This design comes from an exercise in tuning for small area, a short achievable clock period and few clock cycles on the open sky130 flow, not from production work.
No run shown here included a check of the RTL's function; only the layout flow was run.
Power is estimated from default activity; no workload was simulated.

<file path="flow/config.mk">
export PLATFORM = sky130hd
export DESIGN_NAME = vm16_core
export DESIGN_NICKNAME = vm16_core
export VERILOG_FILES = /design/flow/design.v
export SDC_FILE = /design/flow/constraint.sdc
export NUM_CORES = 4
export LEC_CHECK = 0
export ABC_AREA = 1
export CAP_MARGIN = 20
export CORE_MARGIN = 2
export CORE_UTILIZATION = 40
export SETUP_SLACK_MARGIN = 4.0
export SLEW_MARGIN = 20
export TNS_END_PERCENT = 0
</file>
<file path="flow/constraint.sdc">
create_clock -name core_clock -period 8.0 [get_ports {clk}]
set_input_delay 1.6000 -clock core_clock [delete_from_list [all_inputs] [get_ports {clk}]]
set_output_delay 1.6000 -clock core_clock [all_outputs]
set_load 0.01 [all_outputs]
</file>
<file path="flow/design.v">
module vm16_core (
    input  wire        clk,
    input  wire        rst,         
    output reg         mem_req,
    output reg         mem_we,
    output reg  [15:0] mem_addr,
    output wire [15:0] mem_wdata,
    input  wire [15:0] mem_rdata,
    input  wire        mem_ready,
    input  wire        in_valid,
    input  wire [7:0]  in_data,
    output wire        in_ready,
    output wire        out_valid,
    output reg  [7:0]  out_data,
    input  wire        out_ready,
    output wire        halted
);
    localparam [15:0] RESET_PC = 16'h3000;
    localparam [2:0] F_POS = 3'b001, F_ZRO = 3'b010, F_NEG = 3'b100;
    localparam [3:0] OP_BR   = 4'h0, OP_ADD = 4'h1, OP_LD  = 4'h2, OP_ST   = 4'h3,
                     OP_JSR  = 4'h4, OP_AND = 4'h5, OP_LDR = 4'h6, OP_STR  = 4'h7,
                     OP_RTI  = 4'h8, OP_NOT = 4'h9, OP_LDI = 4'hA, OP_STI  = 4'hB,
                     OP_JMP  = 4'hC, OP_RES = 4'hD, OP_LEA = 4'hE, OP_TRAP = 4'hF;
    localparam [3:0] S_FETCH   = 4'b0000,  
                     S_RUN     = 4'b0001,  
                     S_IND     = 4'b0010,  
                     S_STR_RD  = 4'b0011,  
                     S_IN_WAIT = 4'b0100,  
                     S_HALTED  = 4'b0101,
                     S_STR_LO  = 4'b1000,  
                     S_STR_HI  = 4'b1001,  
                     S_IN_SP   = 4'b1010,  
                     S_IN_ECHO = 4'b1011,  
                     S_H_A     = 4'b1100,  
                     S_H_L     = 4'b1101,  
                     S_H_T     = 4'b1110,  
                     S_H_NL    = 4'b1111;  
    reg [15:0] regs [0:7];
    reg [15:0] pc;        
    reg [2:0]  cond;
    reg [3:0]  state;
    reg        run;       
    reg [15:0] ir;        
    reg        putsp;
    reg [15:0] opa, opb;
    reg        ea_c;
    reg        d_mem;     
    reg        d_st;      
    reg        d_long;    
    reg        d_out;     
    reg        d_getc;    
    reg        sel_ea, sel_br, sel_opa;
    wire [3:0]  opcode = ir[15:12];
    wire [2:0]  dr     = ir[11:9];
    wire [7:0]  vector = ir[7:0];
    wire op_ldi  = opcode == OP_LDI;
    wire op_sti  = opcode == OP_STI;
    wire [15:0] r0_val = regs[0];
    wire [15:0] sum = opa + opb;
    reg  [9:0] base_p1, base_m1;
    integer k;
    always @(*) begin
        for (k = 0; k < 10; k = k + 1) begin
            base_p1[k] = opa[6+k] ^  (&(opa[15:6] |  ({10{1'b1}} << k)));
            base_m1[k] = opa[6+k] ^ ~(|(opa[15:6] &  ~({10{1'b1}} << k)));
        end
    end
    wire [9:0]  ea_hi = (ea_c == ir[5]) ? opa[15:6] : ea_c ? base_p1 : base_m1;
    wire [15:0] ea    = {ea_hi, opa[5:0]};
    wire taken = sel_br & ((dr & cond) != 3'b000);
    always @(*) begin
        if (sel_ea)
            mem_addr = ea;
        else if (sel_opa | taken)
            mem_addr = opa;
        else
            mem_addr = pc;
    end
    wire hi_next = putsp & (ir[15:8] != 8'h00);
    assign mem_wdata = opb;
    assign out_valid = state[3] | (run & d_out);
    assign in_ready  = (run & d_getc) | (state == S_IN_WAIT);
    assign halted    = (state == S_HALTED) | ((state == S_H_NL) & out_ready);
    always @(*) begin
        mem_req  = 1'b0;
        mem_we   = 1'b0;
        out_data = r0_val[7:0];
        case (state)
            S_FETCH:   mem_req = 1'b1;
            S_RUN: begin
                mem_req = ~d_long;
                mem_we  = d_st;
                if (vector[1:0] == 2'b11) out_data = 8'h3E;  
                if (vector[2])            out_data = 8'h48;  
            end
            S_IND: begin
                mem_req = 1'b1;
                mem_we  = op_sti;
            end
            S_STR_RD:  mem_req = 1'b1;
            S_STR_LO: begin
                mem_req  = ~hi_next;
                out_data = ir[7:0];
            end
            S_STR_HI: begin
                mem_req  = 1'b1;
                out_data = ir[15:8];
            end
            S_IN_SP:   out_data = 8'h20;
            S_IN_ECHO: mem_req = 1'b1;
            S_H_A:     out_data = 8'h41;
            S_H_L:     out_data = 8'h4C;
            S_H_T:     out_data = 8'h54;
            S_H_NL:    out_data = 8'h0A;
            default: ;
        endcase
    end
    wire stall = run & ((d_out & ~out_ready) | (d_getc & ~in_valid));
    reg        we;
    reg [2:0]  widx;
    reg [15:0] wdata;
    reg        setcc;
    always @(*) begin
        we    = 1'b0;
        widx  = dr;
        wdata = mem_rdata;
        setcc = 1'b0;
        if (run) begin
            case (opcode)
                OP_ADD: begin we = 1'b1; setcc = 1'b1; wdata = sum; end
                OP_AND: begin we = 1'b1; setcc = 1'b1; wdata = opa & opb; end
                OP_NOT: begin we = 1'b1; setcc = 1'b1; wdata = ~opa; end
                OP_LEA: begin we = 1'b1; setcc = 1'b1; wdata = opa; end
                OP_LD, OP_LDR: begin we = 1'b1; setcc = 1'b1; end
                OP_JSR: begin we = 1'b1; widx = 3'd7; wdata = pc; end
                OP_TRAP: if (d_getc) begin
                    we = 1'b1; widx = 3'd0; wdata = {8'h00, in_data};
                end
                default: ;
            endcase
        end else if (state == S_IND) begin
            we = op_ldi; setcc = op_ldi;
        end else if (state == S_IN_WAIT) begin
            we = 1'b1; widx = 3'd0; wdata = {8'h00, in_data};
        end
    end
    wire [2:0] flags = (wdata == 16'h0000) ? F_ZRO : wdata[15] ? F_NEG : F_POS;
    wire fetch_cyc = (state == S_FETCH) | ((state == S_IN_ECHO) & out_ready) |
                     (run & ~d_mem & ~d_long & ~stall);
    wire ir_load   = fetch_cyc & mem_ready;
    reg [3:0] state_n;
    always @(*) begin
        state_n = state;
        if (fetch_cyc) begin
            state_n = mem_ready ? S_RUN : S_FETCH;
        end else begin
            case (state)
                S_RUN:
                    if (d_mem) begin
                        if (mem_ready) state_n = (op_ldi | op_sti) ? S_IND : S_FETCH;
                    end else if (d_long) begin
                        if (vector[1:0] == 2'b11) begin           
                            if (out_ready) state_n = S_IN_SP;
                        end else if (vector[0]) begin             
                            if (out_ready) state_n = S_H_A;
                        end else begin                            
                            state_n = S_STR_RD;
                        end
                    end
                S_IND:     if (mem_ready) state_n = S_FETCH;
                S_STR_RD:  if (mem_ready) state_n = (mem_rdata == 16'h0000) ? S_FETCH : S_STR_LO;
                S_STR_LO, S_STR_HI: if (out_ready) begin
                    if (state == S_STR_LO && hi_next) state_n = S_STR_HI;
                    else if (mem_ready) state_n = (mem_rdata == 16'h0000) ? S_FETCH : S_STR_LO;
                    else state_n = S_STR_RD;
                end
                S_IN_SP:   if (out_ready) state_n = S_IN_WAIT;
                S_IN_WAIT: if (in_valid)  state_n = S_IN_ECHO;
                S_H_A:     if (out_ready) state_n = S_H_L;
                S_H_L:     if (out_ready) state_n = S_H_T;
                S_H_T:     if (out_ready) state_n = S_H_NL;
                S_H_NL:    if (out_ready) state_n = S_HALTED;
                default: ;
            endcase
        end
    end
    wire [3:0]  nop    = mem_rdata[15:12];
    wire        n_trap = (nop == OP_TRAP) & (mem_rdata[7:3] == 5'b00100);
    wire [2:0]  nvec   = mem_rdata[2:0];
    wire        nb_sr  = (nop == OP_ST) | (nop == OP_STR) | (nop == OP_STI);
    wire        nimm   = mem_rdata[5] & ((nop == OP_ADD) | (nop == OP_AND));
    wire        n_ea   = (nop == OP_LDR) | (nop == OP_STR);
    wire        n_jsr  = (nop == OP_JSR);
    wire        n_rel  = (nop == OP_BR) | (nop == OP_LD) | (nop == OP_ST) | (nop == OP_LDI) |
                         (nop == OP_STI) | (nop == OP_LEA) | (n_jsr & mem_rdata[11]);
    wire [2:0]  na_idx = mem_rdata[8:6];
    wire [2:0]  nb_idx = nb_sr ? mem_rdata[11:9] : mem_rdata[2:0];
    wire [7:0]  na_sel = 8'b1 << na_idx;
    wire [7:0]  nb_sel = 8'b1 << nb_idx;
    reg  [15:0] na_reg, nb_reg;
    integer j;
    always @(*) begin
        na_reg = 16'h0000;
        nb_reg = 16'h0000;
        for (j = 0; j < 8; j = j + 1) begin
            na_reg = na_reg | ({16{na_sel[j]}} & regs[j]);
            nb_reg = nb_reg | ({16{nb_sel[j]}} & regs[j]);
        end
    end
    wire [15:0] na_val = (we && widx == na_idx) ? wdata : na_reg;
    wire [15:0] nb_val = nimm ? {{11{mem_rdata[4]}}, mem_rdata[4:0]} :
                         (we && widx == nb_idx) ? wdata : nb_reg;
    wire [6:0]  n_lo   = {1'b0, na_val[5:0]} + {1'b0, mem_rdata[5:0]};
    wire [15:0] n_off  = n_jsr ? {{5{mem_rdata[10]}}, mem_rdata[10:0]}
                               : {{7{mem_rdata[8]}},  mem_rdata[8:0]};
    wire [16:0] n_tgt  = {mem_addr, 1'b1} + {n_off, 1'b1};
    wire stay_run  = (state_n == S_RUN);
    wire n_use_opa = (state_n == S_IND) | (state_n == S_STR_RD) |
                     (state_n == S_STR_LO) | (state_n == S_STR_HI);
    integer i;
    always @(posedge clk) begin
        if (rst) begin
            for (i = 0; i < 8; i = i + 1)
                regs[i] <= 16'h0000;
            cond    <= 3'b000;
            pc      <= RESET_PC;
            state   <= S_FETCH;
            run     <= 1'b0;
            sel_ea  <= 1'b0;
            sel_br  <= 1'b0;
            sel_opa <= 1'b0;
        end else begin
            if (we) regs[widx] <= wdata;
            if (setcc) cond <= flags;
            state   <= state_n;
            run     <= stay_run;
            sel_ea  <= ir_load ? n_ea : (sel_ea & stay_run);
            sel_br  <= ir_load & (nop == OP_BR);
            sel_opa <= ir_load ? ((nop == OP_JMP) | n_jsr | (nop == OP_LD) | (nop == OP_ST) |
                                  (nop == OP_LDI) | (nop == OP_STI))
                               : (n_use_opa | (sel_opa & stay_run));
            if (fetch_cyc)
                pc <= mem_addr + {15'd0, mem_ready};
            if (ir_load) begin
                ir     <= mem_rdata;
                opa    <= n_rel ? n_tgt[16:1] :
                          n_ea  ? {na_val[15:6], n_lo[5:0]} : na_val;
                ea_c   <= n_lo[6];
                opb    <= nb_val;
                d_mem  <= n_ea | (nop == OP_LD) | (nop == OP_ST) |
                          (nop == OP_LDI) | (nop == OP_STI);
                d_st   <= (nop == OP_ST) | (nop == OP_STR);
                d_long <= n_trap & ((nvec == 3'd2) | (nvec == 3'd3) |
                                    (nvec == 3'd4) | (nvec == 3'd5));
                d_out  <= n_trap & ((nvec == 3'd1) | (nvec == 3'd3) | (nvec == 3'd5));
                d_getc <= n_trap & (nvec == 3'd0);
            end else begin
                case (state)
                    S_RUN:
                        if (d_mem) begin
                            if (mem_ready) opa <= mem_rdata;
                        end else if (d_long & ~vector[0]) begin   
                            opa   <= r0_val;
                            opb   <= 16'd1;    
                            putsp <= vector[2];
                        end
                    S_STR_RD: if (mem_ready) begin
                        ir  <= mem_rdata;
                        opa <= sum;
                    end
                    S_STR_LO, S_STR_HI:
                        if (out_ready && !(state == S_STR_LO && hi_next) && mem_ready) begin
                            ir  <= mem_rdata;
                            opa <= sum;
                        end
                    default: ;
                endcase
            end
        end
    end
endmodule
</file>
<file path="flow/flow/run.sh">
#!/bin/bash
# The standard layout (the standard.sh, unchanged synthesis), with the
# input and output ports buffered by buf_2 cells rather than the placer's
# default pick.  Each tool's output goes to its own log in this folder.
export BUFFER_PORTS_ARGS="-buffer_cell sky130_fd_sc_hd__buf_2"
bash standard.sh > standard.log 2>&1
status=$?
tail -5 standard.log
exit $status
</file>
<file path="flow/standard.sh">
#!/bin/bash
# synth_recipe.tcl (not shown) runs the flow's synth.tcl, then flattens the netlist and writes it again
# the make line also repeats each setting of config.mk as NAME=value (left out here)
make -C /OpenROAD-flow-scripts/flow DESIGN_CONFIG=/design/flow/config.mk WORK_HOME=/design/flow/orfs CLKGATE_MAP_FILE= SYNTH_SCRIPT=/design/flow/synth_recipe.tcl "${@:-finish}"
</file>
==> results of run 1 <==
-- critical path, delay by kind of cell --
family	cells	cell delay, ns
AOI/OAI and AO/OA	4	0.59
buffers and inverters	2	0.66
and+or+nand+nor	7	1.57
-- worst paths after layout --
kind                                     from  endpoint  slack (ns)  cells past startpoint
worst max register to register         ir[12]    opa[4]        4.00                     21
worst min-delay path                  cond[2]   cond[2]        0.48                      2
worst max-delay path            mem_rdata[15]    opb[5]        3.89                     13
worst min register to register        cond[2]   cond[2]        0.48                      2
-- layout by cell type, fill, tap and decap left out, types with 10 or more instances in the layout --
cell type | Yosys | layout
a211oi_1 | 11 | 11
a21oi_1 | 117 | 113
a221oi_1 | 16 | 16
a22oi_1 | 16 | 16
a31oi_1 | 11 | 11
buf_2 | 20 | 69
buf_4 | 7 | 65
clkbuf_16 | 0 | 25
clkinv_1 | 10 | 13
clkinvlp_4 | 0 | 13
dfxtp_1 | 27 | 26
edfxtp_1 | 183 | 183
ha_1 | 39 | 39
inv_1 | 270 | 255
inv_2 | 13 | 16
nand2_1 | 497 | 493
nand2_2 | 11 | 13
nand3_1 | 139 | 129
nand4_1 | 28 | 28
nor2_1 | 315 | 307
nor2_4 | 4 | 11
nor3_1 | 22 | 21
o2111ai_1 | 10 | 10
o211ai_1 | 40 | 40
o21ai_0 | 150 | 140
o21ai_1 | 15 | 19
o21bai_1 | 11 | 11
o22ai_1 | 45 | 45
or2_2 | 11 | 11
xor2_1 | 15 | 15
-- registers in the layout (all words and copies together) (netlist names) --
signal   count
d_st         1
sel_ea       1
d_out        1
cond         3
state        4
putsp        1
sel_opa      1
d_long       1
opa         16
ea_c         1
run          1
d_mem        1
d_getc       1
opb         16
sel_br       1
ir          16
regs       128
pc          16
-- layout make-up --
class / count / share of cell area, %
clock inverter: 15 / 0.535
timing repair inverter: 1 / 0.0281
timing repair buffer: 140 / 5.20
clock buffer: 30 / 3.62
sequential: 210 / 33.9
inverter: 294 / 6.59
multi-input combinational: 1591 / 46.4
tap: 518 / 3.64
-- report_power, final --
| part | switching (mW) | total, mW | internal [mW] |
|---|---|---|---|
| registers | 0.172 | 1.56 | 1.39 |
| logic | 1.72 | 2.48 | 0.763 |
| clock network | 0.488 | 1.07 | 0.579 |
| total | 2.38 | 5.11 | 2.73 |
-- per-layer routing --
layer  part of all wire (%)  track usage [%]  wire length (µm)  vias to the layer above
met5                  0.023                0                15                        -
met4                    5.9             16.2              3890                        2
met3                    8.3             4.63              5520                      234
met2                     45             50.1             29500                      966
met1                     41             42.1             27200                     7745
li1                       -                -                 -                     7533
-- logic make-up after synthesis --
group / Yosys count / synth area share (%)
buf+inv: 371 / 9.55
flops: 210 / 38.8
simple gates: 1052 / 28.4
compound gates: 474 / 18.4
xor+xnor: 22 / 1.29
fa+ha+maj: 42 / 3.53
-- what timing repair did --
action,in CTS,in global routing
gates cloned,1,1
hold buffers,0,0
gates resized for setup,46,46
setup buffers,17,39
pin swaps,4,9
endpoints found under the setup margin,203,200
==> results.yml, run 1 <==
outcome:
  status: "complete, no violations"
yosys:
  yosysUniqueCellTypes: 56
  ys_seq_area_share_pct: 38.8
  synthTopCellsByArea: "edfxtp_1 35%, nand2_1 12%, nor2_1 7.6%"
  syn-instance-count: 2171
  yosysWarningCount: 1
  synth-seq-cells: 210
  synthTopCellsByCount: "497 x nand2_1, 315 x nor2_1, 270 x inv_1"
  avgSynthCellArea_um2: 7.16
  synth-edff-count: 183
  synth_largest_area_cell: "edfxtp_1"
  synth_most_common_cell: "nand2_1"
  synthArstFlopShare_pct: 0
  synth_area_um2: 15500
  synth_top_area_share_pct: 35.4
  synth-main-ff-cell: "edfxtp_1"
  synth_fp_nets: 2242
detailed_routing:
  via_per_inst: 5.89
  vias: 16500
  post-route-drc-count: 0
  drt-total-wl_um: 66100
  dr.pass1.iters: 8
  routedWlPerCell_um: 23.6
  drt-initial-drc-count: 2006
  ant_nets: 0
sta:
  tns_ns: 0
  setup_viol: 0
  hold_viol_final: 0
  layout_setup_ws_ns: 3.89
  fmax_ghz: 0.243
  drv_slew: 0
  finClkSkew_ns: 0.0197
  rsz0062_at_grt: "true"
  hold_ws_ns: 0.476
  period_share_pct: 51.4
  slew_headroom_pct: 29.8
  period_minus_slack_ns: 4.11
  worstMarginPinSlew_ns: 1.05
grt:
  grt_antenna_before_repair: 1
  grt_pass1_vias: 15500
  grt_use_total_pct: 31.6
  grt_pass1_wl_um: 97300
  grt_max_degree: 31
  grt_overflow: 0
finish:
  final_cell_area_um2: 17800
  final_cells: 2799
  nets: 2334
  post-route-util_pct: 46.2
  multiInputGateArea_um2: 8260
  fillers: 3974
  antenna_cells: 0
  seqCellArea_um2: 6040
  syn_to_final_growth_pct: 14.5
  drive_gt1_share_pct: 12.7
pwr:
  leakagePower_nw: 7.75
  total_power_mw: 5.11
  peakVddDrop_v: 0.000192
  power.density_nw_per_um2: 287
setup_path:
  critPathSlowestCell: "clkinvlp_4"
  cp_cell_sequence: "buf_2, nand2_2, nand3_1, nand2_1, o21ai_1, nand3_1, clkinvlp_4, nand2_1, o21ai_0, a211oi_1, nand4_1, nand3_1, a21oi_1"
  endpoint_kind: "flop"
  crit_top_cell: "nand3_1"
  cp.arrival_ns: 4.42
  slowest_delay_ns: 0.49
  start_kind: "input port"
  path_class: "input port to flop"
  required_ns: 8.31
  cp_max_fo: 12
die:
  start_util_pct: 40.4
  die_y_um: 201
  coreArea_um2: 38500
  ios: 74
  design.die.area_um2: 40400
  rows: 72
  dieWidth_um: 201
job:
  max_cap_viol_count: 0
hold_path:
  worstHoldPathType: "flop to flop"
cts:
  clk_pin_slew_worst_paths_ns: 0.07
  clock-root-buffer: "clkbuf_16"
  cts_sinks: 210
  cts_tree: "built"
  htreeDepth: 1
  cts_buffers: 25
  clk-insertion-delay-late_ns: 0.57
  clock_path_buffers: 3
placed_design:
  dp.cells: 2696
  place_congestion: 1.01
  dpl_cell_area_um2: 16300
  io_buffers: 73
  dp_slack_ns: 2.71
  dp_hpwl_um: 48400
==> run 2, diff against run 1 <==
--- a/flow/config.mk
+++ b/flow/config.mk
@@ -9,6 +9,7 @@
 export CAP_MARGIN = 20
 export CORE_MARGIN = 2
 export CORE_UTILIZATION = 40
+export CTS_BUF_LIST = sky130_fd_sc_hd__clkbuf_4 sky130_fd_sc_hd__clkbuf_8
 export SETUP_SLACK_MARGIN = 4.0
 export SLEW_MARGIN = 20
 export TNS_END_PERCENT = 0
==> results.yml, run 2 <==
detailed_routing:
  drt-initial-drc-count: 2178
  ant_nets: 0
  dr_wl_met2_um: 29500
  dr_wl_met3_um: 5850
  vias: 16600
  drt-total-wl_um: 66500
  routedWlPerCell_um: 23.5
  dr.pass1.iters: 6
  post-route-drc-count: 0
  wl_met1_um: 27100
  highest_layer: "met4"
  via_per_inst: 5.84
pwr:
  peakVddDrop_v: 0.000137
  p_switching_mw: 2.41
  power.density_nw_per_um2: 287
  p_int_mw: 2.74
  p_sw_share_pct: 46.9
  pwr-share-seq_pct: 30.3
  comb_power_share_pct: 49.2
  p_clk_share_pct: 20.5
  leakagePower_nw: 7.84
finish:
  regMostFlops: "regs"
  largest_reg_flops: 128
  final_cell_mix: "485 x nand2_1, 306 x nor2_1, 253 x inv_1"
  antenna_cells: 0
  multiInputGateArea_um2: 8350
  drive_gt1_share_pct: 14.9
  final_common_cell: "nand2_1"
  seqCellArea_um2: 6040
  nets: 2358
  fillers: 3982
  syn_to_final_growth_pct: 15.7
  final_cell_area_um2: 18000
yosys:
  synth_most_common_cell: "nand2_1"
  synth_fp_nets: 2242
  synth_area_um2: 15500
  synth_top_family_by_area: "simple AND/OR/NAND/NOR gates"
  synth.area.mux_share_pct: 0
  synth-edff-count: 183
  yosysUniqueCellTypes: 56
  synthArstFlopShare_pct: 0
  synthTopCellsByCount: "497 x nand2_1, 315 x nor2_1, 270 x inv_1"
  avgSynthCellArea_um2: 7.16
  ys_seq_area_share_pct: 38.8
  synth-main-ff-cell: "edfxtp_1"
  syn-instance-count: 2171
  synth_compound_area_share_pct: 18.4
  yosysWarningCount: 1
  synthAdderAreaFrac_pct: 3.53
  synth-seq-cells: 210
  synth-simple-area-share_pct: 28.4
  synth_top_area_share_pct: 35.4
  synth_xor_area_share_pct: 1.29
  synth_largest_area_cell: "edfxtp_1"
  synthTopCellsByArea: "edfxtp_1 35%, nand2_1 12%, nor2_1 7.6%"
sta:
  period_minus_slack_ns: 4.07
  period_share_pct: 50.8
  slew_headroom_pct: 27.8
  drv_slew: 0
  rsz0062_at_grt: "true"
  hold_viol_final: 0
  setup_viol: 0
  finClkSkew_ns: 0.0456
  hold_ws_ns: 0.493
  tns_ns: 0
  worstMarginPinSlew_ns: 1.08
  fmax_ghz: 0.246
cts:
  cts_sinks: 210
  cts_buffers: 39
  clk_pin_slew_worst_paths_ns: 0.05
  htreeDepth: 2
  clock-root-buffer: "clkbuf_8"
  cts_tree: "built"
  clk-insertion-delay-late_ns: 0.63
  clock_path_buffers: 3
  hold_buffers: 0
die:
  ios: 74
  rows: 72
  dieWidth_um: 201
  die_y_um: 201
  start_util_pct: 40.4
  coreArea_um2: 38500
  design.die.area_um2: 40400
outcome:
  status: "complete, no violations"
setup_path:
  slowest_delay_ns: 0.53
  endpoint_kind: "flop"
  critPathSlowestCell: "nand3_1"
  crit_family: "compound AO/OA/AOI/OAI gates"
  crit_top_cell: "nand3_1"
  crit_buf_inv: 2
  start_kind: "input port"
  required_ns: 8.39
  cp.arrival_ns: 4.46
  path_class: "input port to flop"
  cp_max_fo: 12
  cp_cell_sequence: "buf_2, nand2_2, nand3_1, o21ai_1, nand3_1, inv_2, a22oi_1, nand4_1, o211ai_1, a21oi_1"
job:
  max_cap_viol_count: 0
placed_design:
  place_congestion: 1.01
  io_buffers: 73
  dp_hpwl_um: 48400
  dpl_cell_area_um2: 16300
grt:
  grt_max_degree: 31
  grt_pass1_wl_um: 97900
  grt_overflow: 0
  grt_use_total_pct: 32.0
  grt_antenna_before_repair: 0
  grt_pass1_vias: 15600
hold_path:
  worstHoldPathType: "flop to flop"
## run 2: cell types whose count changed in the layout (fill, tap and decap cells not counted), moves of 5 or more
cell,change
clkbuf_1,-5
clkbuf_8,+40
nand2_1,-8
clkbuf_4,+11
buf_4,+10
o21ai_0,-7
clkbuf_16,-25
nand2_2,+7
## run 2: cells by family after synthesis
kind of cell | after synthesis
compound gates | 474
xor+xnor | 22
fa+ha+maj | 42
buf+inv | 371
flops | 210
simple gates | 1052
## run 2: final cells by class
class                      instances  share of cell area (%)
inverter                         294                    6.55
timing repair buffer             150                    5.55
clock buffer                      51                    3.52
multi-input combinational       1591                    46.5
timing repair inverter             1                  0.0278
clock inverter                    18                   0.661
tap                              518                    3.61
sequential                       210                    33.6
## run 2: routing by layer
metal	vias to the layer above	GRT usage (%)
li1	7591	-
met1	7701	42.0
met2	996	50.4
met3	262	5.17
met4	0	18.0
met5	-	0
## run 2: stage by stage
step | util, % | setup WS [ns] | power, mW | std cells
3_3_place_gp | 42.3 | 2.78 | 3.81 | 2696
4_1_cts | 45.0 | 3.90 | 4.94 | 2783
2_1_floorplan | - | 3.80 | 3.06 | 2171
6_report | 46.7 | 3.93 | 5.15 | 2833
5_1_grt | 46.7 | 3.82 | 5.44 | 2833
3_5_place_dp | 42.3 | 2.71 | 3.82 | 2696
## run 2: path summary, 6_finish.rpt
kind                 start    endpoint  slack [ns]  depth (start not counted)
max          mem_rdata[15]      opb[8]        3.93                         10
min                cond[2]     cond[2]        0.49                          2
max reg2reg       state[0]  regs[3][6]        3.94                         10
min reg2reg        cond[2]     cond[2]        0.49                          2
## run 2: power groups by stage
stage | registers (mW) | logic (mW) | clock network (mW)
finish | 1.56 | 2.54 | 1.06
detailed placement | 1.58 | 2.25 | 0
floorplan | 1.49 | 1.57 | 0
global placement | 1.58 | 2.23 | 0
CTS | 1.55 | 2.32 | 1.07
global route | 1.57 | 2.77 | 1.11
## run 2: what timing repair did
action                                 in CTS  in global routing
endpoints found under the hold margin       0                  0
buffers inserted                           17                 49
setup endpoints to repair                 215                191
cloned                                      1                  1
gates resized for setup                    40                 85
pin swaps                                   4                 12
## run 2: worst register-to-register path: cells and delay by family (launching register included)
family / cells / cell delay, ns
DFF: 1 / 0.37
and+or+nand+nor: 8 / 2.79
buffers and inverters: 1 / 0.20
AOI/OAI and AO/OA: 1 / 0.30
==> run 3, diff against run 2 <==
--- a/flow/config.mk
+++ b/flow/config.mk
@@ -9,7 +9,8 @@
 export CAP_MARGIN = 20
 export CORE_MARGIN = 2
 export CORE_UTILIZATION = 40
-export CTS_BUF_LIST = sky130_fd_sc_hd__clkbuf_4 sky130_fd_sc_hd__clkbuf_8
+export CTS_CLUSTER_DIAMETER = 110
+export CTS_CLUSTER_SIZE = 22
 export SETUP_SLACK_MARGIN = 4.0
 export SLEW_MARGIN = 20
 export TNS_END_PERCENT = 0
==> results.yml, run 3 <==
sta:
  tns_ns: 0
  finClkSkew_ns: 0.0302
  fmax_ghz: 0.243
  period_share_pct: 51.5
  period_minus_slack_ns: 4.12
  drv_slew: 0
  hold_viol_final: 0
  slew_headroom_pct: 28.9
  worstMarginPinSlew_ns: 1.06
  rsz0062_at_grt: "true"
  setup_viol: 0
yosys:
  synth_area_um2: 15500
  synth_largest_area_cell: "edfxtp_1"
  synth-seq-cells: 210
  ys_seq_area_share_pct: 38.8
  synthArstFlopShare_pct: 0
  synthTopCellsByCount: "497 x nand2_1, 315 x nor2_1, 270 x inv_1"
  synth-main-ff-cell: "edfxtp_1"
  synth_top_area_share_pct: 35.4
  synthTopCellsByArea: "edfxtp_1 35%, nand2_1 12%, nor2_1 7.6%"
  syn-instance-count: 2171
  synth-edff-count: 183
  yosysUniqueCellTypes: 56
  synth_most_common_cell: "nand2_1"
  avgSynthCellArea_um2: 7.16
  synth_fp_nets: 2242
  yosysWarningCount: 1
setup_path:
  cp_cell_sequence: "inv_1, nand2_2, nor2_4, nor2_2, and2_1, a31oi_2, buf_4, nand2_1, nor2_1, nand2_1, nand2_1"
  crit_end: "regs[3][3]"
  critPathSlowestCell: "nand2_1"
  rr_startpoint: "state[0]"
  crit_top_cell: "nand2_1"
  cp.arrival_ns: 4.25
  endpoint_kind: "flop"
  crit_cells: 11
  crit_start: "state[0]"
  path_class: "flop to flop"
  start_kind: "flop"
  cp_max_fo: 17
  crit_buf_inv: 2
  r2r_cells: 11
  regToRegSetupSlack_ns: 3.88
  crit_family: "simple AND/OR/NAND/NOR gates"
  rr_endpoint: "regs[3][3]"
  required_ns: 8.13
  slowest_delay_ns: 1.05
detailed_routing:
  drt-total-wl_um: 65500
  routedWlPerCell_um: 23.6
  dr.pass1.iters: 8
  vias: 16300
  drt-initial-drc-count: 1970
  via_per_inst: 5.88
  ant_nets: 0
  post-route-drc-count: 0
finish:
  antenna_cells: 0
  largest_reg_flops: 128
  final_cell_mix: "492 x nand2_1, 307 x nor2_1, 257 x inv_1"
  post-route-util_pct: 45.4
  fillers: 3996
  regMostFlops: "regs"
  syn_to_final_growth_pct: 12.3
  final_common_cell: "nand2_1"
  nets: 2317
  drive_gt1_share_pct: 12.0
grt:
  grt_use_total_pct: 31.4
  grt_pass1_vias: 15300
  grt_max_degree: 31
  grt_overflow: 0
  grt_pass1_wl_um: 96700
  grt_antenna_before_repair: 0
cts:
  cts_tree: "built"
  clk_pin_slew_worst_paths_ns: 0.09
  clock-root-buffer: "clkbuf_16"
  clk-insertion-delay-late_ns: 0.54
  hold_buffers: 0
  cts_buffers: 15
  htreeDepth: 1
  clock_path_buffers: 3
  cts_sinks: 210
placed_design:
  place_congestion: 1.01
  dp_hpwl_um: 48400
  io_buffers: 73
die:
  coreArea_um2: 38500
  design.die.area_um2: 40400
  start_util_pct: 40.4
  dieWidth_um: 201
  ios: 74
  rows: 72
  die_y_um: 201
pwr:
  power.density_nw_per_um2: 276
  peakVddDrop_v: 0.000162
  leakagePower_nw: 7.59
hold_path:
  worstHoldPathType: "flop to flop"
  hold_depth: 2
job:
  max_cap_viol_count: 0
outcome:
  status: "complete, no violations"
## run 3: cell families after synthesis
kind of cell / share of synthesized area [%]
compound gates: 18.4
xor+xnor: 1.29
buf+inv: 9.55
simple gates: 28.4
flops: 38.8
fa+ha+maj: 3.53
## run 3: worst reg2reg max path, cell delays in order (launching register included)
cell     delay (ns)
dfxtp_1        0.39
inv_1          0.22
nand2_2        0.15
nor2_4         0.23
nor2_2         0.14
and2_1         0.20
a31oi_2        0.29
buf_4          0.18
nand2_1        0.06
nor2_1         0.23
nand2_1        0.58
nand2_1        1.07
## run 3: worst min path at each step
stage / slack (ns) / from / endpoint
2_1_floorplan: 0.44 / cond[0] / cond[0]
6_report: 0.49 / cond[0] / cond[0]
4_1_cts: 0.48 / cond[2] / cond[2]
5_1_grt: 0.50 / cond[2] / cond[2]
3_5_place_dp: 0.47 / cond[2] / cond[2]
3_3_place_gp: 0.46 / cond[0] / cond[0]
## run 3: area by class of cell
cell class | count | area [µm²] | share of cell area, %
clock buffers | 20 | 394 | 2.26
clock inverters | 6 | 75.1 | 0.430
repair inverters | 1 | 5.00 | 0.0287
flip-flops and latches | 210 | 6040 | 34.6
well taps | 518 | 648 | 3.71
multi-input cells | 1591 | 8270 | 47.4
inverters | 294 | 1170 | 6.71
repair buffers | 133 | 857 | 4.91
## run 3: metal layers
layer	vias up	wire length (µm)	GRT usage, %
met5	-	0	0
met4	0	3440	14.9
met3	213	5950	4.81
met2	980	29500	50.3
met1	7631	26600	41.8
li1	7490	-	-
## run 3: timing repair
item                                    in CTS  in global routing
setup buffers                               12                 37
pin swaps                                    3                  8
endpoints found under the setup margin     208                199
gates resized for setup                     47                 44
cloned                                       0                  2
## run 3: report_power, final
| group | leakage, nW | switching (mW) | internal [mW] |
|---|---|---|---|
| registers | 2.07 | 0.172 | 1.39 |
| logic | 5.30 | 1.70 | 0.741 |
| clock network | 0.225 | 0.441 | 0.368 |
## run 3: metrics by stage
step / total power [mW] / area, µm² / worst slack (ns) / hold slack, ns / std cells
floorplan: 3.06 / 15500 / 3.80 / 0.439 / 2171
detailed placement: 3.82 / 16300 / 2.71 / 0.468 / 2696
global placement: 3.81 / 16300 / 2.78 / 0.463 / 2696
finish: 4.81 / 17500 / 3.88 / 0.485 / 2773
global route: 5.10 / 17500 / 3.75 / 0.500 / 2773
CTS: 4.67 / 17000 / 3.88 / 0.483 / 2734
==> run 4, diff against run 3 <==
--- a/flow/config.mk
+++ b/flow/config.mk
@@ -9,8 +9,8 @@
 export CAP_MARGIN = 20
 export CORE_MARGIN = 2
 export CORE_UTILIZATION = 40
-export CTS_CLUSTER_DIAMETER = 110
-export CTS_CLUSTER_SIZE = 22
-export SETUP_SLACK_MARGIN = 4.0
+export CTS_CLUSTER_DIAMETER = 100
+export CTS_CLUSTER_SIZE = 18
+export SETUP_SLACK_MARGIN = 4.4
 export SLEW_MARGIN = 20
 export TNS_END_PERCENT = 0
==> results.yml, run 4 <==
grt:
  grt_pass1_wl_um: 98000
  met3_usage_pct: 5.57
  gr-usage-met1_pct: 42.4
  grt_antenna_before_repair: 0
  top_usage_layer: "met2"
  grt_pass1_vias: 15600
  grt_use_total_pct: 32.1
  grt_max_degree: 38
  grtUsageMet2_pct: 49.9
  grt_overflow: 0
cts:
  clock-root-buffer: "clkbuf_16"
  htreeDepth: 1
  clock_path_buffers: 3
  cts_tree: "built"
  hold_buffers: 0
  cts_buffers: 17
  cts_sinks: 210
  clk-insertion-delay-late_ns: 0.54
  clk_pin_slew_worst_paths_ns: 0.08
die:
  dieWidth_um: 201
  start_util_pct: 40.4
  coreArea_um2: 38500
  die_y_um: 201
  ios: 74
  rows: 72
  design.die.area_um2: 40400
sta:
  layout_setup_ws_ns: 4.09
  period_minus_slack_ns: 3.91
  period_share_pct: 48.9
  worstMarginPinSlew_ns: 1.15
  setup_viol: 0
  fmax_ghz: 0.256
  finClkSkew_ns: 0.0334
  hold_viol_final: 0
  slew_headroom_pct: 23.1
  hold_ws_ns: 0.487
  drv_slew: 0
  rsz0062_at_grt: "true"
  tns_ns: 0
pwr:
  peakVddDrop_v: 0.000227
  p_clk_share_pct: 17.1
  comb_power_share_pct: 51.9
  pwr-share-seq_pct: 31.0
  p_int_mw: 2.63
  p_sw_share_pct: 47.6
  p_switching_mw: 2.39
  total_power_mw: 5.02
  leakagePower_nw: 7.78
  power.density_nw_per_um2: 276
placed_design:
  dpl_cell_area_um2: 16400
  dp.cells: 2693
  dp_slack_ns: 3.16
  io_buffers: 73
  place_congestion: 0.990
  dp_hpwl_um: 48100
setup_path:
  path_class: "input port to flop"
  regToRegSetupSlack_ns: 4.14
  rr_endpoint: "opa[5]"
  r2r_cells: 22
  cp_max_fo: 9
  start_kind: "input port"
  cp.arrival_ns: 4.29
  endpoint_kind: "flop"
  required_ns: 8.38
  rr_startpoint: "opb[0]"
yosys:
  synth_most_common_cell: "nand2_1"
  ys_seq_area_share_pct: 38.8
  synth_top_family_by_area: "simple AND/OR/NAND/NOR gates"
  synth_xor_area_share_pct: 1.29
  synthArstFlopShare_pct: 0
  synth_area_um2: 15500
  synthAdderAreaFrac_pct: 3.53
  synth-main-ff-cell: "edfxtp_1"
  synth_fp_nets: 2242
  syn-instance-count: 2171
  synthTopCellsByCount: "497 x nand2_1, 315 x nor2_1, 270 x inv_1"
  synthTopCellsByArea: "edfxtp_1 35%, nand2_1 12%, nor2_1 7.6%"
  synth-seq-cells: 210
  yosysWarningCount: 1
  synth_top_area_share_pct: 35.4
  synth_compound_area_share_pct: 18.4
  synth-edff-count: 183
  avgSynthCellArea_um2: 7.16
  synth.area.mux_share_pct: 0
  synth_largest_area_cell: "edfxtp_1"
  yosysUniqueCellTypes: 56
  synth-simple-area-share_pct: 28.4
detailed_routing:
  vias: 16700
  drt-initial-drc-count: 2026
  dr.pass1.iters: 6
  ant_nets: 0
  drt-total-wl_um: 66500
  routedWlPerCell_um: 23.8
  post-route-drc-count: 0
  via_per_inst: 5.95
job:
  max_cap_viol_count: 0
finish:
  final_cell_area_um2: 18200
  final_cells: 2798
  final_cell_mix: "471 x nand2_1, 302 x nor2_1, 248 x inv_1"
  post-route-util_pct: 47.2
  drive_gt1_share_pct: 16.0
  syn_to_final_growth_pct: 16.9
  final_common_cell: "nand2_1"
  largest_reg_flops: 128
  nets: 2340
  regMostFlops: "regs"
hold_path:
  hold_depth: 2
  worstHoldPathType: "flop to flop"
  hp-start: "cond[0]"
  hold_path_end: "cond[0]"
outcome:
  status: "complete, no violations"
## run 4: cell types whose count changed in the layout (fill, tap and decap cells not counted), sizes merged
cell,change
buf,+22
clkinvlp,+3
inv,-3
clkbuf,+2
bufinv,-1
clkinv,+1
diode,+1
## run 4: worst max-delay path, stage by stage
cell      delay (ns)
buf_2           0.25
inv_1           0.13
a21oi_1         0.15
o21ai_0         0.10
nand3_1         0.11
nor2_1          0.05
nor2_2          0.29
inv_4           0.14
o21ai_2         0.22
ha_1            0.32
a21oi_2         0.17
nor2_1          0.05
nor2_1          0.13
xor2_1          0.15
o21ai_0         0.07
o21bai_1        0.21
a21oi_1         0.14
## run 4: worst max-delay path by stage
stage | from | endpoint | depth (start not counted)
after floorplan | mem_rdata[6] | opa[5] | 19
after global placement | mem_rdata[2] | opa[5] | 19
after detailed placement | mem_rdata[2] | opa[5] | 19
after CTS | ir[11] | mem_addr[0] | 9
after global routing | mem_rdata[14] | opa[14] | 16
final | mem_rdata[3] | opa[5] | 17
## run 4: power by group through the flow
stage	Sequential (mW)	Clock, mW	Combinational [mW]
2_1_floorplan	1.49	0	1.59
3_3_place_gp	1.58	0	2.24
3_5_place_dp	1.58	0	2.25
4_1_cts	1.55	0.866	2.40
5_1_grt	1.57	0.903	2.85
6_report	1.56	0.856	2.60
## run 4: layout make-up
cell class | count | area [µm²]
multi-input combinational | 1591 | 8690
clock buffer | 23 | 448
timing repair inverter | 1 | 5.00
sequential | 210 | 6050
clock inverter | 6 | 67.6
tap | 518 | 648
timing repair buffer | 154 | 1080
fill | 3924 | 20300
inverter | 294 | 1180
antenna | 1 | 2.50
## run 4: what timing repair did
| action | 4_1_cts | 5_1_grt |
|---|---|---|
| buffers inserted | 35 | 38 |
| cloned | 2 | 0 |
| resized for setup | 88 | 92 |
| endpoints found under the hold margin | 0 | 0 |
| pin swaps | 15 | 20 |
| setup endpoints to repair | 248 | 243 |
## run 4: cell families (layout without fill, tap and decap cells)
group                      Yosys count  in the layout
AOI/OAI and AO/OA                  474            474
and+or+nand+nor                   1052           1053
adders and majority gates           42             42
other                                0              1
xor gates and xnor gates            22             22
buffers and inverters              371            478
DFF                                210            210
## run 4: routing by layer
layer  vias to the layer above  part of all wire, %
li1                       7544                    -
met1                      7830                   39
met2                      1022                   44
met3                       255                   10
met4                         0                  6.5
met5                         -                    0
==> run 5, diff against run 4 <==
--- a/flow/design.v
+++ b/flow/design.v
@@ -194,9 +194,8 @@
     wire        n_rel  = (nop == OP_BR) | (nop == OP_LD) | (nop == OP_ST) | (nop == OP_LDI) |
                          (nop == OP_STI) | (nop == OP_LEA) | (n_jsr & mem_rdata[11]);
     wire [2:0]  na_idx = mem_rdata[8:6];
-    wire [2:0]  nb_idx = nb_sr ? mem_rdata[11:9] : mem_rdata[2:0];
     wire [7:0]  na_sel = 8'b1 << na_idx;
-    wire [7:0]  nb_sel = 8'b1 << nb_idx;
+    wire [7:0]  nb_sel = nb_sr ? (8'b1 << mem_rdata[11:9]) : (8'b1 << mem_rdata[2:0]);
     reg  [15:0] na_reg, nb_reg;
     integer j;
     always @(*) begin
@@ -208,8 +207,9 @@
         end
     end
     wire [15:0] na_val = (we && widx == na_idx) ? wdata : na_reg;
+    wire        m_b    = we & (nb_sr ? (widx == mem_rdata[11:9]) : (widx == mem_rdata[2:0]));
     wire [15:0] nb_val = nimm ? {{11{mem_rdata[4]}}, mem_rdata[4:0]} :
-                         (we && widx == nb_idx) ? wdata : nb_reg;
+                         m_b ? wdata : nb_reg;
     wire [6:0]  n_lo   = {1'b0, na_val[5:0]} + {1'b0, mem_rdata[5:0]};
     wire [15:0] n_off  = n_jsr ? {{5{mem_rdata[10]}}, mem_rdata[10:0]}
                                : {{7{mem_rdata[8]}},  mem_rdata[8:0]};
--- a/flow/config.mk
+++ b/flow/config.mk
@@ -9,8 +9,6 @@
 export CAP_MARGIN = 20
 export CORE_MARGIN = 2
 export CORE_UTILIZATION = 40
-export CTS_CLUSTER_DIAMETER = 100
-export CTS_CLUSTER_SIZE = 18
-export SETUP_SLACK_MARGIN = 4.4
+export SETUP_SLACK_MARGIN = 4.0
 export SLEW_MARGIN = 20
 export TNS_END_PERCENT = 0
==> results.yml, run 5 <==
outcome:
  status: "complete, no violations"
finish:
  final_cells: 2847
  final_cell_mix: "530 x nand2_1, 276 x nor2_1, 246 x inv_1"
  final_common_cell: "nand2_1"
  antenna_cells: 0
  regMostFlops: "regs"
  fillers: 3952
  nets: 2382
  post-route-util_pct: 48.1
  syn_to_final_growth_pct: 17.9
  final_cell_area_um2: 18700
  largest_reg_flops: 128
  drive_gt1_share_pct: 16.7
die:
  rows: 72
  die_y_um: 203
  start_util_pct: 40.8
  ios: 74
  design.die.area_um2: 41200
  coreArea_um2: 38800
  dieWidth_um: 203
detailed_routing:
  dr_wl_met3_um: 6130
  drt-total-wl_um: 68300
  dr_wl_met2_um: 30600
  wl_met1_um: 28800
  vias: 16600
  routedWlPerCell_um: 24.0
  via_per_inst: 5.83
  ant_nets: 0
  dr.pass1.iters: 6
  highest_layer: "met4"
  drt-initial-drc-count: 1996
  post-route-drc-count: 0
sta:
  tns_ns: 0
  rsz0062_at_grt: "true"
  finClkSkew_ns: 0.0195
  hold_viol_final: 0
  fmax_ghz: 0.250
  period_minus_slack_ns: 4.00
  drv_slew: 0
  slew_headroom_pct: 24.2
  worstMarginPinSlew_ns: 1.13
  period_share_pct: 50.0
  setup_viol: 0
cts:
  clk_pin_slew_worst_paths_ns: 0.06
  clock-root-buffer: "clkbuf_16"
  clock_path_buffers: 3
  hold_buffers: 0
  cts_buffers: 25
  clk-insertion-delay-late_ns: 0.57
  cts_tree: "built"
  cts_sinks: 210
  htreeDepth: 1
grt:
  grt_pass1_wl_um: 99400
  grt_pass1_vias: 15400
  grt_antenna_before_repair: 1
  grt_use_total_pct: 32.2
  grt_max_degree: 34
  grt_overflow: 0
placed_design:
  dpl_cell_area_um2: 16600
  io_buffers: 73
  dp.cells: 2717
  dp_hpwl_um: 50100
  place_congestion: 0.992
yosys:
  synth-edff-count: 183
  synthTopCellsByArea: "edfxtp_1 35%, nand2_1 13%, nor2_1 6.8%"
  synth_top_area_share_pct: 34.7
  synth_largest_area_cell: "edfxtp_1"
  synth-main-ff-cell: "edfxtp_1"
  synthTopCellsByCount: "542 x nand2_1, 287 x nor2_1, 267 x inv_1"
  avgSynthCellArea_um2: 7.25
  synth_area_um2: 15800
  synth-seq-cells: 210
  yosysWarningCount: 1
  ys_seq_area_share_pct: 38.1
  syn-instance-count: 2185
  synth_most_common_cell: "nand2_1"
  synth_fp_nets: 2256
  synthArstFlopShare_pct: 0
  yosysUniqueCellTypes: 67
hold_path:
  worstHoldPathType: "flop to flop"
pwr:
  power.density_nw_per_um2: 280
  leakagePower_nw: 8.09
  peakVddDrop_v: 0.000197
setup_path:
  cp_cell_sequence: "buf_16, inv_12, nand3_4, clkinvlp_4, buf_4, buf_4, buf_4, a22oi_1, o2111ai_1, nand2_1, nand2_1, ha_1, o21a_1, nor2_2, nand2_1, nand2_1, o21ai_1, inv_1, nand2_1, nand2_1, nand2_1, nand2_1"
  required_ns: 8.32
  start_kind: "input port"
  crit_family: "buffers and inverters"
  slowest_delay_ns: 0.32
  critPathSlowestCell: "ha_1"
  cp_max_fo: 9
  cp.arrival_ns: 4.32
  crit_top_cell: "nand2_1"
  path_class: "input port to flop"
  endpoint_kind: "flop"
  crit_buf_inv: 7
job:
  max_cap_viol_count: 0
[run 5: cell types whose count changed after synthesis, moves of 7 or more]
cell      previous run  this run
buf_2               20        32
o21ai_1             15        23
o21ai_0            150       125
nand4_1             28        35
clkbuf_1            43        32
nor2_1             315       287
o22ai_1             45        37
nand2_1            497       542
nand2_2             11        18
[run 5: layout make-up]
class / count / area, µm² / area share, %
clock buffer: 33 / 719 / 3.85
tap: 518 / 648 / 3.47
timing repair buffer: 172 / 1230 / 6.60
clock inverter: 12 / 130 / 0.697
sequential: 210 / 6040 / 32.4
inverter: 291 / 1170 / 6.29
multi-input combinational: 1611 / 8720 / 46.7
[run 5: worst paths after layout]
| path | slack (ns) | from | depth (start not counted) | end |
|---|---|---|---|---|
| setup / recovery | 4.00 | mem_rdata[8] | 22 | opa[5] |
| hold / removal | 0.48 | cond[0] | 2 | cond[0] |
| setup reg to reg | 4.11 | opa[0] | 25 | opa[5] |
| hold reg to reg | 0.48 | cond[0] | 2 | cond[0] |
[run 5: where the power goes]
group	internal [mW]	total (mW)	leakage, nW	switching [mW]
sequential	1.37	1.53	2.07	0.164
combinational	0.791	2.49	5.62	1.70
clock	0.702	1.21	0.413	0.511
total	2.86	5.24	8.09	2.37
[run 5: kinds of logic (layout without fill, tap and decap cells)]
group | Yosys count | in the layout | synth area share [%]
AND/OR/NAND/NOR | 1087 | 1088 | 29.8
adder cells (fa/ha/maj) | 42 | 42 | 3.46
XOR/XNOR | 20 | 20 | 1.15
flip-flops | 210 | 210 | 38.1
AO/OA/AOI/OAI | 461 | 461 | 18.2
buffers and inverters | 365 | 508 | 9.25
[run 5: layer usage]
metal	vias up	GRT usage, %
met3	158	4.85
met5	-	0
met4	0	12.3
met2	920	51.3
li1	7674	-
met1	7850	44.3
[run 5: metrics by stage]
step | total power, mW | hold WS (ns) | worst slack [ns]
after floorplan | 3.02 | 0.439 | 3.87
after global placement | 3.75 | 0.462 | 2.19
after detailed placement | 3.76 | 0.465 | 2.17
after CTS | 5.03 | 0.475 | 3.90
after global routing | 5.52 | 0.510 | 3.85
final | 5.24 | 0.475 | 4.00
[run 5: worst reg2reg max path, stage by stage (launching register included)]
cell and delay (ns):
edfxtp_1 0.43, ha_1 0.27, inv_1 0.09, fa_1 0.41, inv_1 0.16, nand2_1 0.07, nand2_1 0.08, and2_1 0.18
xor2_1 0.12, nand2_1 0.08, nand3_1 0.06, o21ai_0 0.16, buf_4 0.27, nand2b_1 0.17, nand2_1 0.06, ha_1 0.32
o21a_1 0.15, nor2_2 0.05, nand2_1 0.05, nand2_1 0.05, o21ai_1 0.13, inv_1 0.06, nand2_1 0.07, nand2_1 0.05
nand2_1 0.07, nand2_1 0.04
[run 5: timing repair]
item,CTS,global route
endpoints found under the hold margin,0,0
setup buffers,19,64
resized for setup,46,83
pin swaps,2,24
endpoints found under the setup margin,97,84
gates cloned,0,2
==> run 6, diff against run 5 <==
--- a/flow/design.v
+++ b/flow/design.v
@@ -49,6 +49,9 @@
     reg        d_long;    
     reg        d_out;     
     reg        d_getc;    
+    reg        d_we;      
+    reg        d_cc;      
+    reg [2:0]  d_widx;    
     reg        sel_ea, sel_br, sel_opa;
     wire [3:0]  opcode = ir[15:12];
     wire [2:0]  dr     = ir[11:9];
@@ -57,15 +60,13 @@
     wire op_sti  = opcode == OP_STI;
     wire [15:0] r0_val = regs[0];
     wire [15:0] sum = opa + opb;
-    reg  [9:0] base_p1, base_m1;
+    reg  [9:0] y_p1;
     integer k;
     always @(*) begin
-        for (k = 0; k < 10; k = k + 1) begin
-            base_p1[k] = opa[6+k] ^  (&(opa[15:6] |  ({10{1'b1}} << k)));
-            base_m1[k] = opa[6+k] ^ ~(|(opa[15:6] &  ~({10{1'b1}} << k)));
-        end
-    end
-    wire [9:0]  ea_hi = (ea_c == ir[5]) ? opa[15:6] : ea_c ? base_p1 : base_m1;
+        for (k = 0; k < 10; k = k + 1)
+            y_p1[k] = opa[6+k] ^ (&(opa[15:6] | ({10{1'b1}} << k)));
+    end
+    wire [9:0]  ea_hi = ((ea_c != ir[5]) ? y_p1 : opa[15:6]) ^ {10{ir[5]}};
     wire [15:0] ea    = {ea_hi, opa[5:0]};
     wire taken = sel_br & ((dr & cond) != 3'b000);
     always @(*) begin
@@ -121,28 +122,18 @@
     reg [15:0] wdata;
     reg        setcc;
     always @(*) begin
-        we    = 1'b0;
-        widx  = dr;
-        wdata = mem_rdata;
-        setcc = 1'b0;
-        if (run) begin
-            case (opcode)
-                OP_ADD: begin we = 1'b1; setcc = 1'b1; wdata = sum; end
-                OP_AND: begin we = 1'b1; setcc = 1'b1; wdata = opa & opb; end
-                OP_NOT: begin we = 1'b1; setcc = 1'b1; wdata = ~opa; end
-                OP_LEA: begin we = 1'b1; setcc = 1'b1; wdata = opa; end
-                OP_LD, OP_LDR: begin we = 1'b1; setcc = 1'b1; end
-                OP_JSR: begin we = 1'b1; widx = 3'd7; wdata = pc; end
-                OP_TRAP: if (d_getc) begin
-                    we = 1'b1; widx = 3'd0; wdata = {8'h00, in_data};
-                end
-                default: ;
-            endcase
-        end else if (state == S_IND) begin
-            we = op_ldi; setcc = op_ldi;
-        end else if (state == S_IN_WAIT) begin
-            we = 1'b1; widx = 3'd0; wdata = {8'h00, in_data};
-        end
+        we    = (run & d_we) | ((state == S_IND) & op_ldi) | (state == S_IN_WAIT);
+        setcc = (run & d_cc) | ((state == S_IND) & op_ldi);
+        widx  = d_widx;
+        case (opcode)
+            OP_ADD:   wdata = sum;
+            OP_AND:   wdata = opa & opb;
+            OP_NOT:   wdata = ~opa;
+            OP_LEA:   wdata = opa;
+            OP_JSR:   wdata = pc;
+            OP_TRAP:  wdata = {8'h00, in_data};
+            default:  wdata = mem_rdata;
+        endcase
     end
     wire [2:0] flags = (wdata == 16'h0000) ? F_ZRO : wdata[15] ? F_NEG : F_POS;
     wire fetch_cyc = (state == S_FETCH) | ((state == S_IN_ECHO) & out_ready) |
@@ -194,22 +185,12 @@
     wire        n_rel  = (nop == OP_BR) | (nop == OP_LD) | (nop == OP_ST) | (nop == OP_LDI) |
                          (nop == OP_STI) | (nop == OP_LEA) | (n_jsr & mem_rdata[11]);
     wire [2:0]  na_idx = mem_rdata[8:6];
-    wire [7:0]  na_sel = 8'b1 << na_idx;
-    wire [7:0]  nb_sel = nb_sr ? (8'b1 << mem_rdata[11:9]) : (8'b1 << mem_rdata[2:0]);
-    reg  [15:0] na_reg, nb_reg;
-    integer j;
-    always @(*) begin
-        na_reg = 16'h0000;
-        nb_reg = 16'h0000;
-        for (j = 0; j < 8; j = j + 1) begin
-            na_reg = na_reg | ({16{na_sel[j]}} & regs[j]);
-            nb_reg = nb_reg | ({16{nb_sel[j]}} & regs[j]);
-        end
-    end
-    wire [15:0] na_val = (we && widx == na_idx) ? wdata : na_reg;
+    wire [2:0]  nb_idx = nb_sr ? mem_rdata[11:9] : mem_rdata[2:0];
+    wire        m_a    = we & (widx == mem_rdata[8:6]);
     wire        m_b    = we & (nb_sr ? (widx == mem_rdata[11:9]) : (widx == mem_rdata[2:0]));
+    wire [15:0] na_val = m_a ? wdata : regs[na_idx];
     wire [15:0] nb_val = nimm ? {{11{mem_rdata[4]}}, mem_rdata[4:0]} :
-                         m_b ? wdata : nb_reg;
+                         m_b ? wdata : regs[nb_idx];
     wire [6:0]  n_lo   = {1'b0, na_val[5:0]} + {1'b0, mem_rdata[5:0]};
     wire [15:0] n_off  = n_jsr ? {{5{mem_rdata[10]}}, mem_rdata[10:0]}
                                : {{7{mem_rdata[8]}},  mem_rdata[8:0]};
@@ -244,7 +225,7 @@
             if (ir_load) begin
                 ir     <= mem_rdata;
                 opa    <= n_rel ? n_tgt[16:1] :
-                          n_ea  ? {na_val[15:6], n_lo[5:0]} : na_val;
+                          n_ea  ? {na_val[15:6] ^ {10{mem_rdata[5]}}, n_lo[5:0]} : na_val;
                 ea_c   <= n_lo[6];
                 opb    <= nb_val;
                 d_mem  <= n_ea | (nop == OP_LD) | (nop == OP_ST) |
@@ -254,6 +235,12 @@
                                     (nvec == 3'd4) | (nvec == 3'd5));
                 d_out  <= n_trap & ((nvec == 3'd1) | (nvec == 3'd3) | (nvec == 3'd5));
                 d_getc <= n_trap & (nvec == 3'd0);
+                d_we   <= (nop == OP_ADD) | (nop == OP_AND) | (nop == OP_NOT) |
+                          (nop == OP_LEA) | (nop == OP_LD) | (nop == OP_LDR) |
+                          n_jsr | (n_trap & (nvec == 3'd0));
+                d_cc   <= (nop == OP_ADD) | (nop == OP_AND) | (nop == OP_NOT) |
+                          (nop == OP_LEA) | (nop == OP_LD) | (nop == OP_LDR);
+                d_widx <= n_jsr ? 3'd7 : (nop == OP_TRAP) ? 3'd0 : mem_rdata[11:9];
             end else begin
                 case (state)
                     S_RUN:
--- a/flow/config.mk
+++ b/flow/config.mk
@@ -5,7 +5,6 @@
 export SDC_FILE = /design/flow/constraint.sdc
 export NUM_CORES = 4
 export LEC_CHECK = 0
-export ABC_AREA = 1
 export CAP_MARGIN = 20
 export CORE_MARGIN = 2
 export CORE_UTILIZATION = 40
==> results.yml, run 6 <==
outcome:
  status: "complete, no violations"
pwr:
  peakVddDrop_v: 0.000154
  power.density_nw_per_um2: 202
  leakagePower_nw: 6.76
placed_design:
  dp_slack_ns: 2.71
  dp_hpwl_um: 38500
  io_buffers: 73
  place_congestion: 0.930
die:
  dieWidth_um: 204
  coreArea_um2: 39600
  start_util_pct: 40.4
  rows: 73
  ios: 74
  design.die.area_um2: 41600
  die_y_um: 204
finish:
  post-route-util_pct: 44.8
  drive_gt1_share_pct: 17.5
  regMostFlops: "regs"
  final_common_cell: "nor2_1"
  fillers: 3811
  largest_reg_flops: 128
  final_cell_mix: "236 x nor2_1, 188 x edfxtp_1, 112 x nand2_1, 112 x a21oi_1, 82 x mux2i_1"
  antenna_cells: 0
  multiInputGateArea_um2: 9300
  seqCellArea_um2: 6190
  syn_to_final_growth_pct: 10.8
  nets: 1726
yosys:
  avgSynthCellArea_um2: 9.72
  yosysWarningCount: 1
  synth-seq-cells: 215
  synth_largest_area_cell: "edfxtp_1"
  synthTopCellsByCount: "239 x nor2_1, 188 x edfxtp_1, 118 x a21oi_1"
  synthArstFlopShare_pct: 0
  synth_area_um2: 16000
  ys_seq_area_share_pct: 38.6
  synth-main-ff-cell: "edfxtp_1"
  synth_top_area_share_pct: 35.3
  synth_fp_nets: 1722
  yosysUniqueCellTypes: 100
  synth-edff-count: 188
  synth_most_common_cell: "nor2_1"
  synthTopCellsByArea: "edfxtp_1 35%, mux4_2 9.0%, nor2_1 5.6%"
  syn-instance-count: 1647
grt:
  grt_use_total_pct: 25.7
  grt_pass1_wl_um: 81800
  grt_max_degree: 47
  grt_overflow: 0
  grt_antenna_before_repair: 0
  grt_pass1_vias: 13200
setup_path:
  regToRegSetupSlack_ns: 3.70
  start_kind: "flop"
  cp.arrival_ns: 2.93
  endpoint_kind: "output pin"
  path_class: "flop to output pin"
  cp_max_fo: 3
  required_ns: 6.40
detailed_routing:
  post-route-drc-count: 0
  drt-initial-drc-count: 1561
  vias: 13800
  wl_met1_um: 23200
  ant_nets: 0
  drt-total-wl_um: 53400
  highest_layer: "met4"
  dr.pass1.iters: 6
  via_per_inst: 6.28
  routedWlPerCell_um: 24.3
  dr_wl_met2_um: 23900
  dr_wl_met3_um: 4580
cts:
  clk_pin_slew_worst_paths_ns: 0.06
  hold_buffers: 0
  cts_buffers: 25
  clock_path_buffers: 3
  cts_sinks: 215
  cts_tree: "built"
  clock-root-buffer: "clkbuf_16"
  clk-insertion-delay-late_ns: 0.57
  htreeDepth: 1
hold_path:
  worstHoldPathType: "flop to flop"
sta:
  tns_ns: 0
  period_share_pct: 56.6
  hold_ws_ns: 0.496
  setup_viol: 0
  drv_slew: 0
  hold_viol_final: 0
  slew_headroom_pct: 29.1
  worstMarginPinSlew_ns: 1.06
  finClkSkew_ns: 0.0112
  rsz0062_at_grt: "true"
  fmax_ghz: 0.221
  layout_setup_ws_ns: 3.47
  period_minus_slack_ns: 4.53
job:
  max_cap_viol_count: 0
[run 6: cell count changes in the layout (fill, tap and decap cells not counted), sizes merged, moves of 64 or more]
cell	previous run	this run
nand2	566	114
o21ai	154	75
mux4	0	64
mux2i	0	87
nor2	304	239
nand3	141	29
inv	277	38
[run 6: final cells by class]
cell class              instances  share of cell area (%)
clock inverters                13                   0.776
clock buffers                  30                    3.63
well taps                     525                    3.70
repair buffers                110                    3.73
inverters                      41                   0.917
multi-input cells            1258                    52.4
flip-flops and latches        215                    34.9
[run 6: worst max-delay path, cell delays in order, from the launching register on]
cell	delay [ns]
edfxtp_1	0.50
ha_4	0.23
and3_4	0.18
and4_1	0.21
and2_4	0.17
ha_4	0.27
mux2_4	0.30
nand2_2	0.07
o21ai_2	0.06
a21oi_2	0.21
buf_2	0.16
[run 6: metal layers]
layer / vias to the layer above / GRT usage [%]
met1: 6812 / 37.5
met3: 81 / 3.09
met2: 653 / 39.5
met4: 0 / 8.51
met5: - / 0
li1: 6226 / -
[run 6: final timing paths]
check | start | end | cells after the start
worst min-delay path | cond[1] | cond[1] | 2
worst max-delay path | opa[7] | mem_addr[14] | 10
worst min register to register | cond[1] | cond[1] | 2
worst max register to register | ir[13] | regs[7][14] | 7
[run 6: what timing repair did]
action	in CTS	in global routing
pin swaps	4	2
cloned	0	0
setup buffers	5	2
resized for setup	13	9
setup endpoints to repair	154	173
[run 6: where the power goes]
group / internal (mW) / switching (mW) / total [mW]
logic: 0.418 / 0.650 / 1.07
clock network: 0.641 / 0.489 / 1.13
registers: 1.30 / 0.0787 / 1.38
[run 6: cells by family (layout without fill, tap and decap cells)]
group / after synthesis / in the layout / share of synthesized area [%]
multiplexers: 171 / 171 / 15.9
flip-flops: 215 / 215 / 38.6
XOR/XNOR: 47 / 47 / 2.57
adder cells (fa/ha/maj): 47 / 47 / 3.80
AO/OA/AOI/OAI: 405 / 405 / 16.8
AND/OR/NAND/NOR: 588 / 588 / 17.9
buffers and inverters: 174 / 194 / 4.50
[run 6: through the flow]
step	power (mW)	cell area, µm²	instances
2_1_floorplan	2.11	16200	1647
3_3_place_gp	2.41	16800	2142
3_5_place_dp	2.42	16800	2142
4_1_cts	3.56	17700	2190
5_1_grt	3.73	17700	2192
6_report	3.58	17700	2192

-- what the ideal ports hide --
How much do the figures lean on ideal ports? The routed layouts below were timed once more, with nothing changed but the port constraints. Step 1, drivers: a clkbuf_16 drives clk and a buf_2 each remaining input, both assumed. Step 2 moves the port delays by t, midway between the first and last clock arrival at a register: inputs arrive t later, outputs are due t later. That takes back most of the time a late clock gives input paths. a / b / c = no drivers / after step 1 / after step 2; a / b = the first two.
run | shift t [ns] | setup slack, ns | hold slack, ns | worst setup path at the end | latest minus earliest clock arrival (ns)
run 1 | 0.612 | 3.891 / 3.871 / 3.312 | 0.476 / 0.476 / 0.476 | input to register | 0.020 / 0.020
run 2 | 0.657 | 3.935 / 3.938 / 3.307 | 0.493 / 0.493 / 0.493 | input to register | 0.046 / 0.046
run 3 | 0.576 | 3.880 / 3.853 / 3.337 | 0.485 / 0.485 / 0.485 | input to register | 0.030 / 0.031
run 4 | 0.583 | 4.091 / 4.086 / 3.548 | 0.487 / 0.487 / 0.487 | input to register | 0.033 / 0.033
run 5 | 0.617 | 3.999 / 3.934 / 3.317 | 0.475 / 0.475 / 0.475 | input to register | 0.020 / 0.019
run 6 | 0.613 | 3.472 / 3.419 / 3.097 | 0.496 / 0.496 / 0.496 | input to register | 0.014 / 0.014
After both steps every run listed still meets setup and hold. The setup slack of run 5, which loses most, moves by -0.065 ns with the drivers and by -0.682 ns with both steps.
